This is an optimization exercise on Yosys and OpenROAD, whose aim is small area, not a production implementation. In this exercise RTL edits were held to simulation tests only and were not proved equivalent to the original. Power and IR drop assume default switching activity.

v46:
==> flow/design.v (excerpt) <==
module freqres4 (
    input  wire        clk,
    input  wire        rst,
    input  wire [2:0]  cmd_op,
    input  wire [1:0]  cmd_ch,
    input  wire [7:0]  cmd_arg0,
    input  wire [7:0]  cmd_arg1,
    input  wire [1:0]  cmd_flags,
    output reg         out_valid,
    output reg  [1:0]  out_ch,
    output wire [10:0] out_freq
);
    localparam OP_NOTE   = 3'd1;
    localparam OP_EFFECT = 3'd2;
    localparam OP_USEINS = 3'd3;
    localparam OP_STEP   = 3'd4;
    localparam MODE_NONE  = 2'd0;
    localparam MODE_UP    = 2'd1;   
    localparam MODE_DOWN  = 2'd2;   
    localparam MODE_PORTA = 2'd3;   
    wire is_note = (cmd_op == OP_NOTE);
    wire is_eff  = (cmd_op == OP_EFFECT);
    wire is_ins  = (cmd_op == OP_USEINS);
    wire is_step = (cmd_op == OP_STEP);
    wire e08   = is_eff && (cmd_arg1 == 8'h08);
    wire e_sl  = is_eff && (cmd_arg1 == 8'h09 || cmd_arg1 == 8'h0A || cmd_arg1 == 8'h0B);
    wire e0C   = is_eff && (cmd_arg1 == 8'h0C);
    wire e0D   = is_eff && (cmd_arg1 == 8'h0D);
    wire e0E   = is_eff && (cmd_arg1 == 8'h0E);
  ...
Size in the first run: about 1400 cells after synthesis, about 340 flip-flops, roughly 39 I/O pins, about 0.017 mm^2 of cells after synthesis.
clock: 15.0 ns
lec_check: 0
abc_area: 1
cap_margin: 20
core_margin: 2
core_utilization: 60
slew_margin: 20
standard.sh (not shown) runs the stock make flow with config.mk's settings and CLKGATE_MAP_FILE= SYNTH_SCRIPT=/design/flow/synth_recipe.tcl, a recipe that flattens the netlist after the stock synthesis.
==> flow/flow/run.sh <==
#!/bin/bash
# The standard layout (standard.sh), with the synthesis script replaced by
# flow/area_synth.tcl (the same synthesis, but ABC maps for area) and CTS
# without dummy loads.
set -euo pipefail
W=$PWD
export CTS_ARGS="-sink_clustering_enable -repair_clock_nets -dont_use_dummy_load -buf_list sky130_fd_sc_hd__clkbuf_8 -sink_clustering_size 18 -sink_clustering_max_diameter 80"
export BUFFER_PORTS_ARGS="-buffer_cell sky130_fd_sc_hd__buf_2"
sed "s#SYNTH_SCRIPT=[^ ]*#SYNTH_SCRIPT=$W/flow/area_synth.tcl#" standard.sh > area_standard.sh
grep -q "SYNTH_SCRIPT=$W/flow/area_synth.tcl" area_standard.sh
bash area_standard.sh > layout.log 2>&1
==> flow/flow/abc_area.script <==
strash; dc2; dch -f; amap; topo; stime -c; buffer -c; upsize -c; dnsize -c
==> flow/flow/area_synth.tcl <==
# The standard synthesis (synth_recipe.tcl in the work folder), except that
# ABC maps the combinational logic with an area-oriented script. Flip-flops are
# mapped before ABC runs, so the registers are the standard synthesis's.
set area_flow_dir [file dirname [file normalize [info script]]]
set ::area_abc_script [file join $area_flow_dir abc_area.script]
proc abc {args} {
  set i [lsearch -exact $args -script]
  if { $i >= 0 } {
    lset args [expr { $i + 1 }] $::area_abc_script
  }
  yosys abc {*}$args
}
source [file join [file dirname $area_flow_dir] synth_recipe.tcl]
v46 has completed all stages; timing, DRC and antenna checks passed.
> inputs changed (v46 -> v1)
- CTS_BUF_LIST newly set to sky130_fd_sc_hd__clkbuf_8
- CTS_CLUSTER_SIZE newly set to 30
- CORE_UTILIZATION changed from 60 to 70
==> flow/flow/run.sh <==
#!/bin/bash
# The standard layout (standard.sh), with the synthesis script replaced by
# flow/area_synth.tcl: the same synthesis, but ABC maps for area.
set -euo pipefail
W=$PWD
sed "s#SYNTH_SCRIPT=[^ ]*#SYNTH_SCRIPT=$W/flow/area_synth.tcl#" standard.sh > area_standard.sh
grep -q "SYNTH_SCRIPT=$W/flow/area_synth.tcl" area_standard.sh
bash area_standard.sh > layout.log 2>&1
==> flow/flow/abc_area.script <==
strash; dch -f; amap; topo; stime -c; buffer -c; upsize -c; dnsize -c
Notes after the runs:
Of v46 and v1, the run reporting the higher clock buffer count was v1. Re final instance area: v46 and v1 aren't equal, and the higher value belongs to v1. Floorplan core area, v1 vs v46: down by more than 10%. Comparing v46 and v1, the higher number of detailed-routing iterations run before antenna repair was measured on v1. Setup slack in v1 is smaller than in v46. Going from v46 to v1, ratio of final minimum period to clock period now sits higher, non-clock buffer count now sits higher, power share of the combinational group now sits lower, static leakage now sits higher. Global-route wire length before repair, v1 vs v46: up slightly. | routed wire length | v1 vs v46 | 0.96% lower |.
Inputs modified between v1 and v5:
- CTS_BUF_LIST now sky130_fd_sc_hd__clkbuf_4, was sky130_fd_sc_hd__clkbuf_8
- CORE_UTILIZATION now 60, was 70
- CTS_CLUSTER_SIZE no longer set, was 30
--- outcome ---
- Changes observed in v5 relative to v1: first-pass GRT wire length rose 3.0%; post-detailed-routing wire length rose about 5%; maximum frequency fell 0.95 MHz; time the worst path needs with I/O delays and setup rose 0.17 ns; number of unique standard cell types used by synthesis about even.
- Of the two values seen for end point of the critical path, g_ch[0].u_ch.g_tone.cur_r[4]$_DFFE_PP_ was produced by v1 and g_ch[0].u_ch.g_tone.cur_r[5]$_DFFE_PP_ by v5.
Relative to v5, the following input files were edited for v58:
- removing CTS_BUF_LIST (formerly sky130_fd_sc_hd__clkbuf_4)
--- a/flow/flow/run.sh
+++ b/flow/flow/run.sh
@@ -3 +3,2 @@
-# flow/area_synth.tcl: the same synthesis, but ABC maps for area.
+# flow/area_synth.tcl (the same synthesis, but ABC maps for area) and CTS
+# without dummy loads.
@@ -5,0 +7,2 @@
+export CTS_ARGS="-sink_clustering_enable -repair_clock_nets -dont_use_dummy_load -buf_list sky130_fd_sc_hd__clkbuf_8 -sink_clustering_size 25"
+export BUFFER_PORTS_ARGS="-buffer_cell sky130_fd_sc_hd__buf_2"
Results
When the final numbers for v58 and v5 were put side by side, the critical path depth turned out to be smaller in v5.
v58: final layout net count 34 below v5
v5 vs v58, end point of the critical path: g_ch[0].u_ch.g_tone.cur_r[5]$_DFFE_PP_ vs g_ch[2].u_ch.g_tone.cur_r[3]$_DFFE_PP_
Diff v5 -> v58: initial antenna violation count went down 1, minimum period implied by the final worst setup slack went down 0.23 ns.
Compare v58 and v5 | sequential share of layout area lower: v5
sky130_fd_sc_hd__a222oi_1 as the cell at the slowest stage of the critical path was reported by v58, and sky130_fd_sc_hd__nor2_4 by v5.
Changes observed in v58 relative to v5: total power draw went down; largest net degree at the start of global routing shrank by 35; fraction of standard cell area in multi-input logic up 1.1 points; static power due to leakage went down 0.29 nW.
--- input diff v58..v39 ---
--- a/flow/flow/run.sh
+++ b/flow/flow/run.sh
@@ -7 +7 @@
-export CTS_ARGS="-sink_clustering_enable -repair_clock_nets -dont_use_dummy_load -buf_list sky130_fd_sc_hd__clkbuf_8 -sink_clustering_size 25"
+export CTS_ARGS="-sink_clustering_enable -repair_clock_nets -dont_use_dummy_load -sink_clustering_size 22 -sink_clustering_max_diameter 100"
==> flow/flow/abc_area.script <==
strash; dc2; dch -f; amap; topo; stime -c; buffer -c; upsize -c; dnsize -c
### Flow results
- Combinational power of v39 exceeds that of v58 by a few percent.
- As of v39, maximum fanout along the worst path had risen by more than 10% compared to v58.
- Delta(insertion delay of the later-clocked pin in the worst-skew pair, v39 - v58) < 0
- Diff v58 -> v39 | routed wire length | down slightly
- In the metrics for v39 and v58, the one carrying the lower overall power after layout is v39.
- Going from v58 to v39, share of the clock period used by the worst path now sits lower; synthesized cell count now sits lower; maximum level of the CTS H-tree now sits lower.
- v39 vs v58 on proportion of cell area occupied by registers: v39 is the higher one.
- Compared to v58, v39 has final non-filler cell total 52 lower.
What v40 does differently from v39 at the input level:
--- a/flow/flow/run.sh
+++ b/flow/flow/run.sh
@@ -7,2 +7 @@
-export CTS_ARGS="-sink_clustering_enable -repair_clock_nets -dont_use_dummy_load -sink_clustering_size 22 -sink_clustering_max_diameter 100"
-export BUFFER_PORTS_ARGS="-buffer_cell sky130_fd_sc_hd__buf_2"
+export CTS_ARGS="-sink_clustering_enable -repair_clock_nets -dont_use_dummy_load"
==> flow/flow/abc_area.script <==
strash; dch -f; amap; topo; stime -c; buffer -c; upsize -c; dnsize -c
[summary]
[compare] base=v39 new=v40: detailed route wirelength on metal3 dropped 5.4%; clock network power consumption picked up an extra 46%; fmax saw a decrease.
For pin count of the biggest net entering global routing, dividing the value from v40 by the value from v39 gives 0.920.
Data arrival time of the worst path in v40 is 1.14 ns higher than in v39

========
== yarrow ==
Another version of the RTL of freqres4 (not shown whole).
Size: roughly 1600 cells after synthesis, ~310 flip-flops, about 0.017 sq mm of cells after synthesis.
Settings: LEC_CHECK=0, ABC_AREA=1, CAP_MARGIN=20, CORE_MARGIN=2, CORE_UTILIZATION=60, SLEW_MARGIN=20; clock period 15.0 ns.
==> flow/flow/run.sh <==
#!/bin/bash
# The standard layout (standard.sh), with the synthesis script replaced by
# flow/area_synth.tcl: the same synthesis, but ABC maps for area.
set -euo pipefail
W=$PWD
sed "s#SYNTH_SCRIPT=[^ ]*#SYNTH_SCRIPT=$W/flow/area_synth.tcl#" standard.sh > area_standard.sh
grep -q "SYNTH_SCRIPT=$W/flow/area_synth.tcl" area_standard.sh
bash area_standard.sh > layout.log 2>&1
==> flow/flow/abc_area.script <==
strash; dch -f; map -a; topo; stime -c; buffer -c; upsize -c; dnsize -c
Scripts as last shown in full above: flow/flow/area_synth.tcl
Inputs modified between yarrow and maple:
- CORE_UTILIZATION: 60 -> 40
- ABC_AREA: 1 -> unset
==> flow/run.sh (new file) <==
#!/bin/bash
# synth_recipe.tcl (not shown) runs the flow's synth.tcl, then flattens the netlist and writes it again
# the make line also repeats each setting of config.mk as NAME=value (left out here)
make -C /OpenROAD-flow-scripts/flow DESIGN_CONFIG=/design/flow/config.mk WORK_HOME=/design/flow/orfs CLKGATE_MAP_FILE= SYNTH_SCRIPT=/design/flow/synth_recipe.tcl finish
removed: flow/flow/run.sh
removed: flow/flow/abc_area.script
removed: flow/flow/area_synth.tcl
removed: flow/standard.sh
[summary]
- Relative to yarrow, the area of all placed cells without fillers of maple is higher by 0.0022 sq mm.
- maple against yarrow: weighted congestion reported at the end of routability-driven placement lower; area of the core region higher.

========
== JK ==
freqres4, a different RTL version from the one above (not shown whole).
Size: about 1400 cells after synthesis, about 39 I/O pins, about 0.016 mm^2 of cells after synthesis.
==> flow/config.mk <==
export PLATFORM = sky130hd
export DESIGN_NAME = freqres4
export DESIGN_NICKNAME = freqres4
export VERILOG_FILES = /design/flow/design.v
export SDC_FILE = /design/flow/constraint.sdc
export NUM_CORES = 4
export LEC_CHECK = 0
export ABC_AREA = 1
export CAP_MARGIN = 20
export CORE_MARGIN = 2
export CORE_UTILIZATION = 60
export SLEW_MARGIN = 20
==> flow/constraint.sdc <==
create_clock -name core_clock -period 15.0 [get_ports {clk}]
set_input_delay 3.0000 -clock core_clock [delete_from_list [all_inputs] [get_ports {clk}]]
set_output_delay 3.0000 -clock core_clock [all_outputs]
set_load 0.01 [all_outputs]
==> flow/flow/run.sh <==
#!/bin/bash
# The standard layout (standard.sh), with the synthesis script replaced by
# flow/area_synth.tcl (the same synthesis, but ABC maps for area) and CTS
# without dummy loads.
set -euo pipefail
W=$PWD
export CTS_ARGS="-sink_clustering_enable -repair_clock_nets -dont_use_dummy_load -buf_list sky130_fd_sc_hd__clkbuf_8 -sink_clustering_size 18 -sink_clustering_max_diameter 80"
export BUFFER_PORTS_ARGS="-buffer_cell sky130_fd_sc_hd__buf_2"
sed "s#SYNTH_SCRIPT=[^ ]*#SYNTH_SCRIPT=$W/flow/area_synth.tcl#" standard.sh > area_standard.sh
grep -q "SYNTH_SCRIPT=$W/flow/area_synth.tcl" area_standard.sh
bash area_standard.sh > layout.log 2>&1
==> flow/flow/abc_area.script <==
strash; dc2; dch -f; amap; topo; stime -c; dnsize -c
==> flow/flow/area_synth.tcl <==
# The standard synthesis (synth_recipe.tcl in the work folder), except that
# ABC maps the combinational logic with an area-oriented script and only full
# adders are extracted as adder cells. Flip-flops are
# mapped before ABC runs, so the registers are the standard synthesis's.
set area_flow_dir [file dirname [file normalize [info script]]]
set ::area_abc_script [file join $area_flow_dir abc_area.script]
proc abc {args} {
  set i [lsearch -exact $args -script]
  if { $i >= 0 } {
    lset args [expr { $i + 1 }] $::area_abc_script
  }
  yosys abc {*}$args
}
proc extract_fa {args} {
  yosys extract_fa -fa {*}$args
}
source [file join [file dirname $area_flow_dir] synth_recipe.tcl]
Every stage of the flow completed for JK, and the final layout passed the timing, DRC and antenna checks.
Input changes introduced in MS (baseline for comparison: JK):
==> flow/flow/abc_area.script <==
strash; dc2; dch -f; amap; topo; stime -c; buffer -c; upsize -c; dnsize -c
-- flow/config.mk --
<<< JK, line 10
export CORE_MARGIN = 2
export CORE_UTILIZATION = 60
export SLEW_MARGIN = 20
>>> MS, line 10
export CORE_MARGIN = 2
export CORE_UTILIZATION = 72
export SLEW_MARGIN = 20
--- outcome ---
Compared with JK, area of the core in MS decreased by more than 10%.
Between JK and MS, detailed-route vias per instance increased.
The final reports for MS and JK show cell count lower in the former.
Comparing JK against MS, there is no change at all in layout sequential cell count.
Looking at peak fanout along the critical path across MS and JK, the one that comes out higher is MS.
#### Input delta (AL over MS)
==> flow/flow/abc_area.script <==
strash; &get -n; &deepsyn -T 30; &put; dch -f; amap; topo; stime -c; buffer -c; upsize -c; dnsize -c
-- flow/config.mk --
<<< MS, line 10
export CORE_MARGIN = 2
export CORE_UTILIZATION = 72
export SLEW_MARGIN = 20
>>> AL, line 10
export CORE_MARGIN = 2
export CORE_UTILIZATION = 60
export SLEW_MARGIN = 20
### Flow results
- AL ended up with a lower time the worst path needs with I/O delays and setup than MS did.
- Compared with MS, in AL maximum achievable frequency moved up, number of ordinary inverters in the final layout climbed 21, overflow left after global routing was more or less identical.
- Final area across AL and MS: no real change.
- MS -> AL: post-synthesis sequential area ratio flat
diff inputs: AL => TR
-- flow/flow/run.sh --
<<< AL, line 6
W=$PWD
export CTS_ARGS="-sink_clustering_enable -repair_clock_nets -dont_use_dummy_load -buf_list sky130_fd_sc_hd__clkbuf_8 -sink_clustering_size 18 -sink_clustering_max_diameter 80"
export BUFFER_PORTS_ARGS="-buffer_cell sky130_fd_sc_hd__buf_2"
>>> TR, line 6
W=$PWD
export CTS_ARGS="-sink_clustering_enable -repair_clock_nets -dont_use_dummy_load -buf_list sky130_fd_sc_hd__clkbuf_4 -sink_clustering_size 10 -sink_clustering_max_diameter 60"
export BUFFER_PORTS_ARGS="-buffer_cell sky130_fd_sc_hd__buf_2"
==> flow/flow/abc_area.script <==
strash; dc2; dch -f; amap; topo; stime -c; buffer -c; upsize -c; dnsize -c
==> comparison <==
Against AL as the reference, TR delivers a lower worst setup slack after layout. Sum of overflow across all layers after global routing: TR vs AL identical. Diff AL -> TR: required time of the critical path went up by 110 ps; effective utilization at floorplan was more or less identical; peak supply drop went up by 2.0 uV; total power after layout went down by 7.3%; time the worst path needs with I/O delays and setup went up by 220 ps. TR: final instance area is 66 um^2 higher than what AL reported. Worst setup path endpoint: g_ch[0].u_ch.g_tone.cur_r[0]$_DFFE_PP_ -> AL, g_ch[1].u_ch.g_tone.cur_r[3]$_DFFE_PP_ -> TR. Between AL and TR, the horizontal die dimension figures differ only marginally. On worst-path maximum fanout: between TR and AL, it ends up higher for AL.

========
v16:
freqres4 again, from the RTL that the note above started with.
Design freqres4, start of the top module:
module freqres4 (
    input  wire        clk,
    input  wire        rst,
    input  wire [2:0]  cmd_op,
    input  wire [1:0]  cmd_ch,
    input  wire [7:0]  cmd_arg0,
    input  wire [7:0]  cmd_arg1,
    input  wire [1:0]  cmd_flags,
    output reg         out_valid,
    output reg  [1:0]  out_ch,
    output wire [10:0] out_freq
);
export LEC_CHECK = 0
export ABC_AREA = 1
export CAP_MARGIN = 5
export CORE_MARGIN = 2
export CORE_UTILIZATION = 60
export SLEW_MARGIN = 5
create_clock -name core_clock -period 15.0 [get_ports {clk}]
==> flow/flow/run.sh <==
#!/bin/bash
# The standard layout (standard.sh), with the synthesis script replaced by
# flow/area_synth.tcl (the same synthesis, but ABC maps for area) and CTS
# without dummy loads.
set -euo pipefail
W=$PWD
export CTS_ARGS="-sink_clustering_enable -repair_clock_nets -dont_use_dummy_load -buf_list sky130_fd_sc_hd__clkbuf_8 -sink_clustering_size 18 -sink_clustering_max_diameter 80"
export BUFFER_PORTS_ARGS="-buffer_cell sky130_fd_sc_hd__buf_1"
sed "s#SYNTH_SCRIPT=[^ ]*#SYNTH_SCRIPT=$W/flow/area_synth.tcl#" standard.sh > area_standard.sh
grep -q "SYNTH_SCRIPT=$W/flow/area_synth.tcl" area_standard.sh
bash area_standard.sh > layout.log 2>&1
==> flow/flow/abc_area.script <==
strash; dc2; dch -f; amap; topo; stime -c; buffer -c; upsize -c; dnsize -c
Scripts as last shown in full above: flow/flow/area_synth.tcl
In summary, v16 completed successfully, with a layout that passed the timing, DRC and antenna checks.
For v35, these inputs were changed with respect to v16:
Settings: swapping 5 for 20 in SLEW_MARGIN; swapping 5 for 20 in CAP_MARGIN.
diff --git a/flow/flow/run.sh b/flow/flow/run.sh
--- a/flow/flow/run.sh
+++ b/flow/flow/run.sh
@@ -8 +8 @@
-export BUFFER_PORTS_ARGS="-buffer_cell sky130_fd_sc_hd__buf_1"
+export BUFFER_PORTS_ARGS="-buffer_cell sky130_fd_sc_hd__buf_2"
### Flow results
v35 vs v16: logic gate share of total power up in v35
v16 → v35: number of iterations in the first detailed-routing pass now sits lower; multi-input gate share of the layout cell area now sits at about the same level; highest net fanout along the worst path now sits lower; total via count after detailed routing now sits lower.
Any difference in final instance area between v35 and v16 is small enough to ignore.
The sequential share of layout area on v16 is in line with that on v35.
On number of instances in the synthesized netlist, v16 tracks v35 almost exactly.

[port drivers added, routing unchanged]
Ports are ideal in the flow. The routed layouts listed here were re-timed in OpenROAD. Step 1 sets driving cells, clkbuf_16 on the clock port and buf_2 on the other inputs (assumed; they add their load-dependent delay and slew). Step 2 times the ports against the registers' clock, not the clock port: input delays grow and output delays shrink by t, the midpoint of the rising clock arrivals with the driver on. Three values: ideal, step 1, step 2; two values: the first two.
run | shift t [ns] | setup WS [ns] | worst register clock-pin slew, ns | cell pins on the clock port's net
v46 | 0.585 | 2.834 / 2.857 / 2.273 | 0.11 / 0.11 | 1
v1 | 0.644 | 1.870 / 1.895 / 1.251 | 0.07 / 0.07 | 1
v5 | 0.748 | 1.704 / 1.714 / 0.966 | 0.08 / 0.08 | 1
v58 | 0.601 | 1.935 / 1.960 / 1.360 | 0.06 / 0.06 | 1
v39 | 0.554 | 2.823 / 2.849 / 2.294 | 0.09 / 0.09 | 1
v40 | 0.540 | 1.571 / 1.586 / 1.046 | 0.06 / 0.06 | 1
yarrow | 0.619 | 1.438 / 1.467 / 0.849 | 0.06 / 0.06 | 1
maple | 0.601 | 1.234 / 1.232 / 0.631 | 0.06 / 0.06 | 1
JK | 0.577 | 1.407 / 1.436 / 0.860 | 0.11 / 0.11 | 1
MS | 0.605 | 1.281 / 1.299 / 0.694 | 0.12 / 0.12 | 1
AL | 0.594 | 1.698 / 1.723 / 1.129 | 0.11 / 0.11 | 1
TR | 0.659 | 1.478 / 1.492 / 0.832 | 0.12 / 0.12 | 1
v16 | 0.592 | 1.336 / 1.358 / 0.766 | 0.11 / 0.11 | 1
v35 | 0.585 | 1.377 / 1.397 / 0.812 | 0.11 / 0.11 | 1
After both steps setup and hold are still met in every run listed. The setup slack of v5, which loses most, moves by +0.010 ns with the drivers and by -0.738 ns with both steps.
